From an optimization exercise on the open Yosys and OpenROAD flow, aimed at small area, a short achievable clock period and few clock cycles; shortcuts taken in it are not production practice.
RTL that was checked went through simulation tests only; none was proved equivalent to the original.

// strv2_vlc_dec
module strv2_vlc_dec (
    input  wire        clk,
    input  wire        rst,             
    input  wire        start,
    input  wire        cfg_qmode,       
    input  wire [5:0]  cfg_qscale,      
    input  wire [15:0] cfg_mbtotal,     
    input  wire        in_valid,
    output wire        in_ready,
    input  wire [15:0] in_data,
    output reg         out_valid,
    input  wire        out_ready,
    output reg  [15:0] out_data,
    output wire        done,            
    output wire        fault,           
    output wire [1:0]  err_code,        
    output reg  [31:0] bit_count,       
    output reg  [15:0] esc_zero_count   
);
clock: 8.0 ns
lec_check: 0
abc_area: 1
cap_margin: 20
core_margin: 2
core_utilization: 40
cts_buf_list: sky130_fd_sc_hd__clkbuf_8 sky130_fd_sc_hd__clkbuf_4
cts_cluster_diameter: 120
cts_cluster_size: 40
place_density: 0.6
setup_slack_margin: 3.75
slew_margin: 20
run.sh (not shown) runs the stock make flow with config.mk's settings and CLKGATE_MAP_FILE= SYNTH_SCRIPT=/design/flow/synth_recipe.tcl, a recipe that flattens the netlist after the stock synthesis.
The starting point produced a clean layout.
Testbench counts at the start, summed over its fixed seeds: cycles 12,142.
Edit:
--- a/flow/config.mk
+++ b/flow/config.mk
@@ -11,7 +11,5 @@
 export CORE_UTILIZATION = 40
 export CTS_BUF_LIST = sky130_fd_sc_hd__clkbuf_8 sky130_fd_sc_hd__clkbuf_4
-export CTS_CLUSTER_DIAMETER = 120
-export CTS_CLUSTER_SIZE = 40
 export PLACE_DENSITY = 0.6
-export SETUP_SLACK_MARGIN = 3.75
+export SETUP_SLACK_MARGIN = 4.5
 export SLEW_MARGIN = 20
The changed run produced a clean layout.
Clock skew rises by 0.011 ns.
Via count rose by a little under a tenth.
Hold slack gains 0.0040 ns.
Routed wire length increases by roughly a tenth.
Core utilization came out higher by 7.3 points.
Flip-flop and latch count is unchanged.
Edit:
--- a/flow/config.mk
+++ b/flow/config.mk
@@ -9,7 +9,7 @@
 export CAP_MARGIN = 20
 export CORE_MARGIN = 2
-export CORE_UTILIZATION = 40
+export CORE_UTILIZATION = 50
 export CTS_BUF_LIST = sky130_fd_sc_hd__clkbuf_8 sky130_fd_sc_hd__clkbuf_4
-export PLACE_DENSITY = 0.6
-export SETUP_SLACK_MARGIN = 4.5
+export PLACE_DENSITY = 0.7
+export SETUP_SLACK_MARGIN = 3.75
 export SLEW_MARGIN = 20
The new run went through all stages and came out clean.
Critical path depth came out higher by 1.
Register-to-register slack gets worse by 0.17 ns.
Setup slack degrades by 0.17 ns.
Via count is lower by 5.8%.
Cell area decreases by 14%.
Clock-buffer cell count went down by 1.
Synthesized area stays the same.
Core utilization grows by 3.8 points.
Die area is lower by about 20%.
Edit:
--- a/flow/config.mk
+++ b/flow/config.mk
@@ -9,7 +9,7 @@
 export CAP_MARGIN = 20
 export CORE_MARGIN = 2
-export CORE_UTILIZATION = 50
+export CORE_UTILIZATION = 40
 export CTS_BUF_LIST = sky130_fd_sc_hd__clkbuf_8 sky130_fd_sc_hd__clkbuf_4
-export PLACE_DENSITY = 0.7
-export SETUP_SLACK_MARGIN = 3.75
+export PLACE_DENSITY = 0.6
+export SETUP_SLACK_MARGIN = 3.9
 export SLEW_MARGIN = 20
After rerunning: Clock-buffer cell count increases by 5. Final cell count grows by 6.8%. Cell area goes up by 9.1%. Setup slack gains 0.037 ns.

---

run A:
Another version of the RTL of strv2_vlc_dec (not shown whole).
For scale: roughly 160 flip-flops.
==> flow/config.mk <==
export PLATFORM = sky130hd
export DESIGN_NAME = strv2_vlc_dec
export DESIGN_NICKNAME = strv2_vlc_dec
export VERILOG_FILES = /design/flow/design.v
export SDC_FILE = /design/flow/constraint.sdc
export NUM_CORES = 4
export LEC_CHECK = 0
export ABC_AREA = 1
export CAP_MARGIN = 20
export CORE_MARGIN = 2
export CORE_UTILIZATION = 40
export PLACE_DENSITY = 0.6
export SETUP_SLACK_MARGIN = 3.5
export SLEW_MARGIN = 20
==> flow/constraint.sdc <==
create_clock -name core_clock -period 8.0 [get_ports {clk}]
set_input_delay 1.6000 -clock core_clock [delete_from_list [all_inputs] [get_ports {clk}]]
set_output_delay 1.6000 -clock core_clock [all_outputs]
set_load 0.01 [all_outputs]
Run A finished every step from synthesis to the final layout, and the layout passed the timing, DRC and antenna checks.
Testbench counts of run A, summed over its fixed seeds: cycles 12,196.
What run B does differently from run A at the input level:
- changing SETUP_SLACK_MARGIN from 3.5 to 3
## What came out
Of run B and run A, run B shows the lower aggregate global-route resource usage, with run A above it. Compared with run A, the router placed fewer vias in run B.
Inputs modified between run B and run C:
- setting CTS_BUF_LIST to sky130_fd_sc_hd__clkbuf_8 sky130_fd_sc_hd__clkbuf_4 for the first time
- changing SETUP_SLACK_MARGIN from 3 to 3.5
Findings:
- Buffer count excluding the clock tree in the final layout in run C is about 16% above run B.
- Area overhead of the layout relative to synthesis: run C and run B compared, lower one is run B
- Relative to run B, the non-clock inverter instance count of the final layout measured on run C has increased slightly.
- The final design utilization reported for run C is greater than that of run B by 0.60 points.
- Maximum clock frequency: run C higher than run B
- Going from run B to run C, via count of the first global-routing pass shows an increase of 0.62%.

---

RTL: one of the versions met above, not the one the previous note started from.
For scale: about 1,700 cells after synthesis, about 150 flip-flops, roughly 110 I/O pins.
clock: 8.0 ns
lec_check: 0
abc_area: 1
cap_margin: 5
core_margin: 2
core_utilization: 40
cts_buf_list: sky130_fd_sc_hd__clkbuf_8 sky130_fd_sc_hd__clkbuf_4
place_density: 0.6
setup_slack_margin: 3.75
slew_margin: 5
Testbench counts at the start, summed over its fixed seeds: cycles 12,142.
Then changed:
Settings changed: CAP_MARGIN 5 to 20, CTS_BUF_LIST sky130_fd_sc_hd__clkbuf_8 sky130_fd_sc_hd__clkbuf_4 to unset, SETUP_SLACK_MARGIN 3.75 to 3, SLEW_MARGIN 5 to 20.
Result:
- register-to-register slack got worse by 0.63 ns
- clock-buffer cell count goes up by 1
- area after synthesis is unchanged
- first-iteration DRC count fell by 15%
Then changed:
Settings changed: CTS_BUF_LIST set to sky130_fd_sc_hd__clkbuf_8 sky130_fd_sc_hd__clkbuf_4, SETUP_SLACK_MARGIN 3 to 3.75.
What happened: Clock-buffer cell count goes down by 1. Wire length rises by 3.2%. Cell area increases by 3.2%. Synthesized cell count does not change.
Then changed:
Settings changed: GPL_ROUTABILITY_DRIVEN set to 0.
Area after synthesis does not change; wire length decreases by about 4.3%.

---

willow:
RTL: one of the versions met above, not the one the previous note started from.
For scale: roughly 1,600 cells after synthesis, ~160 flip-flops, about 110 I/O pins.
## strv2_vlc_dec
module strv2_vlc_dec (
    input  wire        clk,
    input  wire        rst,             
    input  wire        start,
    input  wire        cfg_qmode,       
    input  wire [5:0]  cfg_qscale,      
    input  wire [15:0] cfg_mbtotal,     
    input  wire        in_valid,
    output wire        in_ready,
    input  wire [15:0] in_data,
    output reg         out_valid,
    input  wire        out_ready,
    output reg  [15:0] out_data,
    output wire        done,            
    output wire        fault,           
    output wire [1:0]  err_code,        
    output reg  [31:0] bit_count,       
    output reg  [15:0] esc_zero_count   
);
    localparam [15:0] EOD_WORD = 16'hFE00;
    localparam [2:0] S_IDLE   = 3'd0,
                     S_DC     = 3'd1,
                     S_AC     = 3'd2,
                     S_DONE   = 3'd3,
                     S_FAULT1 = 3'd5,      
                     S_FAULT2 = 3'd6;      
    reg  [2:0]  state;
    reg         qmode;
    reg  [5:0]  qscale;
    reg  [15:0] mbleft;       
    reg  [2:0]  blk;
    reg  [4:0]  bits_last;    
    reg         esc0_last;    
    reg         eob_last;     
    reg  [47:0] sbuf;
    reg  [5:0]  q;
    wire        q_neg = q[5];
    wire st_dc    = (state == S_DC);
    wire st_ac    = (state == S_AC);
  ...
clock: 8.0 ns
lec_check: 0
abc_area: 1
cap_margin: 20
core_margin: 2
core_utilization: 40
cts_buf_list: sky130_fd_sc_hd__clkbuf_8 sky130_fd_sc_hd__clkbuf_4
place_density: 0.6
setup_slack_margin: 4
slew_margin: 20
willow completed end to end with timing, DRC and antenna clean.
Testbench counts of willow, summed over its fixed seeds: cycles 12,196.
The following lists how indigo was set up differently from willow:
Settings: SETUP_SLACK_MARGIN changed from 4 to 3.
### Flow results
- Every stage of the flow completed for indigo, and the final layout passed the timing, DRC and antenna checks.
- willow | status: complete | timing, DRC, antenna: pass
- Total global-route track usage, willow and indigo: lower on indigo
- Number of fill cells in the layout of indigo exceeds that of willow by a few percent.
- indigo — maximum frequency 15% lower, willow as reference
- What willow reported for final area has to be multiplied by 0.908 to get the figure for indigo.
- Compared to willow, indigo has non-clock buffer count 31% lower.

---

## job 8115
strv2_vlc_dec, a different RTL version from the one above (not shown whole).
Size in the first run: roughly 1800 cells after synthesis, roughly 140 flip-flops, ~110 I/O pins, ~0.015 mm2 of cells after synthesis.
clock: 8.0 ns
lec_check: 0
cap_margin: 20
core_margin: 2
core_utilization: 40
place_density: 0.6
slew_margin: 20
Testbench counts of job 8115, summed over its fixed seeds: cycles 11,952.
#### Input delta (job 301 over job 8115)
--- a/flow/config.mk
+++ b/flow/config.mk
@@ -7,2 +7,3 @@
 export LEC_CHECK = 0
+export ABC_CLOCK_PERIOD_IN_PS = 3000
 export CAP_MARGIN = 20
@@ -11,2 +12,3 @@
 export PLACE_DENSITY = 0.6
+export SETUP_SLACK_MARGIN = 3
 export SLEW_MARGIN = 20
## What came out
Job 301 vs job 8115, slowest stage cell on the critical path: edfxtp_1 vs or4b_1. Between job 301 and job 8115, it is job 301 whose utilization of the core after routing is higher, by 9.9 points. Summary: with job 8115 as the reference, combined area of the multi-input logic cells in job 301 moved up by more than 10%. On clock network area share, the higher figure sits with job 8115, not job 301.

---

Another version of the RTL of strv2_vlc_dec (not shown whole).
Size: roughly 1900 cells after synthesis, ~160 flip-flops, about 13000 um^2 of cells after synthesis.
==> flow/config.mk <==
export PLATFORM = sky130hd
export DESIGN_NAME = strv2_vlc_dec
export DESIGN_NICKNAME = strv2_vlc_dec
export VERILOG_FILES = /design/flow/design.v
export SDC_FILE = /design/flow/constraint.sdc
export NUM_CORES = 4
export LEC_CHECK = 0
export ABC_AREA = 1
export CAP_MARGIN = 20
export CORE_MARGIN = 2
export CORE_UTILIZATION = 40
export PLACE_DENSITY = 0.6
export SETUP_SLACK_MARGIN = 4
export SLEW_MARGIN = 20
==> flow/constraint.sdc <==
create_clock -name core_clock -period 8.0 [get_ports {clk}]
set_input_delay 1.6000 -clock core_clock [delete_from_list [all_inputs] [get_ports {clk}]]
set_output_delay 1.6000 -clock core_clock [all_outputs]
set_load 0.01 [all_outputs]
The baseline finished with timing, DRC and antenna clean.
==> next run, changes <==
ABC_AREA = default   (was 1)
SETUP_SLACK_MARGIN = 3   (was 4)
After rerunning:
- final area is lower by a few percent
- non-clock buffer count is higher by 16
Function was not checked in any run of this note: the RTL went through the layout flow alone.

---

## rev 12
strv2_vlc_dec again, from the RTL that the note above started with.
==> flow/design.v (excerpt) <==
module strv2_vlc_dec (
    input  wire        clk,
    input  wire        rst,             
    input  wire        start,
    input  wire        cfg_qmode,       
    input  wire [5:0]  cfg_qscale,      
    input  wire [15:0] cfg_mbtotal,     
    input  wire        in_valid,
    output wire        in_ready,
    input  wire [15:0] in_data,
    output reg         out_valid,
    input  wire        out_ready,
    output reg  [15:0] out_data,
    output wire        done,            
    output wire        fault,           
    output wire [1:0]  err_code,        
    output reg  [31:0] bit_count,       
    output reg  [15:0] esc_zero_count   
);
clock: 8.0 ns
lec_check: 0
abc_area: 1
cap_margin: 20
core_margin: 2
core_utilization: 65
place_density: 0.75
setup_slack_margin: 3
slew_margin: 20
Rev 12 went all the way through the flow, and no timing, DRC or antenna check failed.
diff inputs: rev 12 => rev 13
- swapping 65 for 40 in CORE_UTILIZATION
- swapping 0.75 for 0.6 in PLACE_DENSITY
Notes after the runs:
[compare] base=rev 12 new=rev 13: count of clock-buffer cells in the layout picked up an extra 5, starting density of the core went down 26 points, placement-stage worst setup slack fell by 140 ps. Measured against each other, rev 12 and rev 13 differ in area of the die, the lower figure coming from rev 12. Rev 12 -> rev 13: final layout net count flat. Minimum clock period (rev 13 over rev 12): decrease, 150 ps. Summary — cell area after placement, rev 13 relative to rev 12: higher, by 180 µm². Rev 13 vs rev 12: setup slack after layout up.
Function was not checked in any run of this note: the RTL went through the layout flow alone.

-- static timing again, ports no longer ideal --
The flow's constraints put no driver on any port. The routed layouts listed below were extracted and timed again, unchanged, in two steps. Step 1 (the two cells are an assumption about what drives the block):
set clk [get_ports {clk}]
set_driving_cell -lib_cell sky130_fd_sc_hd__clkbuf_16 $clk
set_driving_cell -lib_cell sky130_fd_sc_hd__buf_2 [delete_from_list [all_inputs] $clk]
Step 2, shift: input delay + t, output delay - t, t = (earliest + latest rising clock arrival at the registers) / 2. This alone moves slack from input paths to output paths. a / b / c = ideal / step 1 / step 2; a / b = the first two.
| run | t (ns) | setup WS [ns] | hold WS [ns] | worst setup path after step 2 | cell pins on the clock port's net |
|---|---|---|---|---|---|
| the first run of note 1 | 0.497 | 3.877 / 3.877 / 3.877 | 0.461 / 0.461 / 0.461 | register to register | 1 |
| the second run of note 1 | 0.494 | 3.987 / 3.987 / 3.987 | 0.465 / 0.465 / 0.465 | register to register | 1 |
| the third run of note 1 | 0.508 | 3.818 / 3.818 / 3.818 | 0.474 / 0.474 / 0.474 | register to register | 1 |
| the fourth run of note 1 | 0.504 | 3.855 / 3.855 / 3.855 | 0.462 / 0.462 / 0.462 | register to register | 1 |
| run A | 0.482 | 3.676 / 3.676 / 3.559 | 0.468 / 0.468 / 0.468 | input to register | 1 |
| run B | 0.478 | 3.314 / 3.314 / 3.314 | 0.470 / 0.470 / 0.470 | register to register | 1 |
| run C | 0.506 | 3.723 / 3.723 / 3.552 | 0.475 / 0.475 / 0.475 | input to register | 1 |
| the first run of note 3 | 0.497 | 3.877 / 3.877 / 3.877 | 0.461 / 0.461 / 0.461 | register to register | 1 |
| the second run of note 3 | 0.473 | 3.244 / 3.244 / 3.244 | 0.462 / 0.462 / 0.462 | register to register | 1 |
| the third run of note 3 | 0.497 | 3.877 / 3.877 / 3.877 | 0.461 / 0.461 / 0.461 | register to register | 1 |
| the fourth run of note 3 | 0.494 | 3.744 / 3.744 / 3.744 | 0.465 / 0.465 / 0.465 | register to register | 1 |
| willow | 0.512 | 4.024 / 4.024 / 3.864 | 0.477 / 0.477 / 0.477 | input to register | 1 |
| indigo | 0.508 | 3.298 / 3.298 / 3.298 | 0.478 / 0.478 / 0.478 | register to register | 1 |
| job 8115 | 0.498 | 0.775 / 0.775 / 0.548 | 0.572 / 0.572 / 0.572 | input to register | 1 |
| job 301 | 0.495 | 1.608 / 1.608 / 1.376 | 0.571 / 0.571 / 0.571 | input to register | 1 |
| the first run of note 6 | 0.487 | 3.882 / 3.882 / 3.882 | 0.458 / 0.458 / 0.458 | register to register | 1 |
| the second run of note 6 | 0.500 | 2.682 / 2.682 / 2.682 | 0.488 / 0.488 / 0.488 | register to register | 1 |
| rev 12 | 0.489 | 3.163 / 3.163 / 3.163 | 0.489 / 0.489 / 0.489 | register to register | 1 |
| rev 13 | 0.487 | 3.313 / 3.313 / 3.313 | 0.458 / 0.458 / 0.458 | register to register | 1 |
After both steps every run listed still meets setup and hold. For job 301, which loses most, drivers alone change the setup slack by 0.000 ns; drivers and shift together by -0.232 ns.
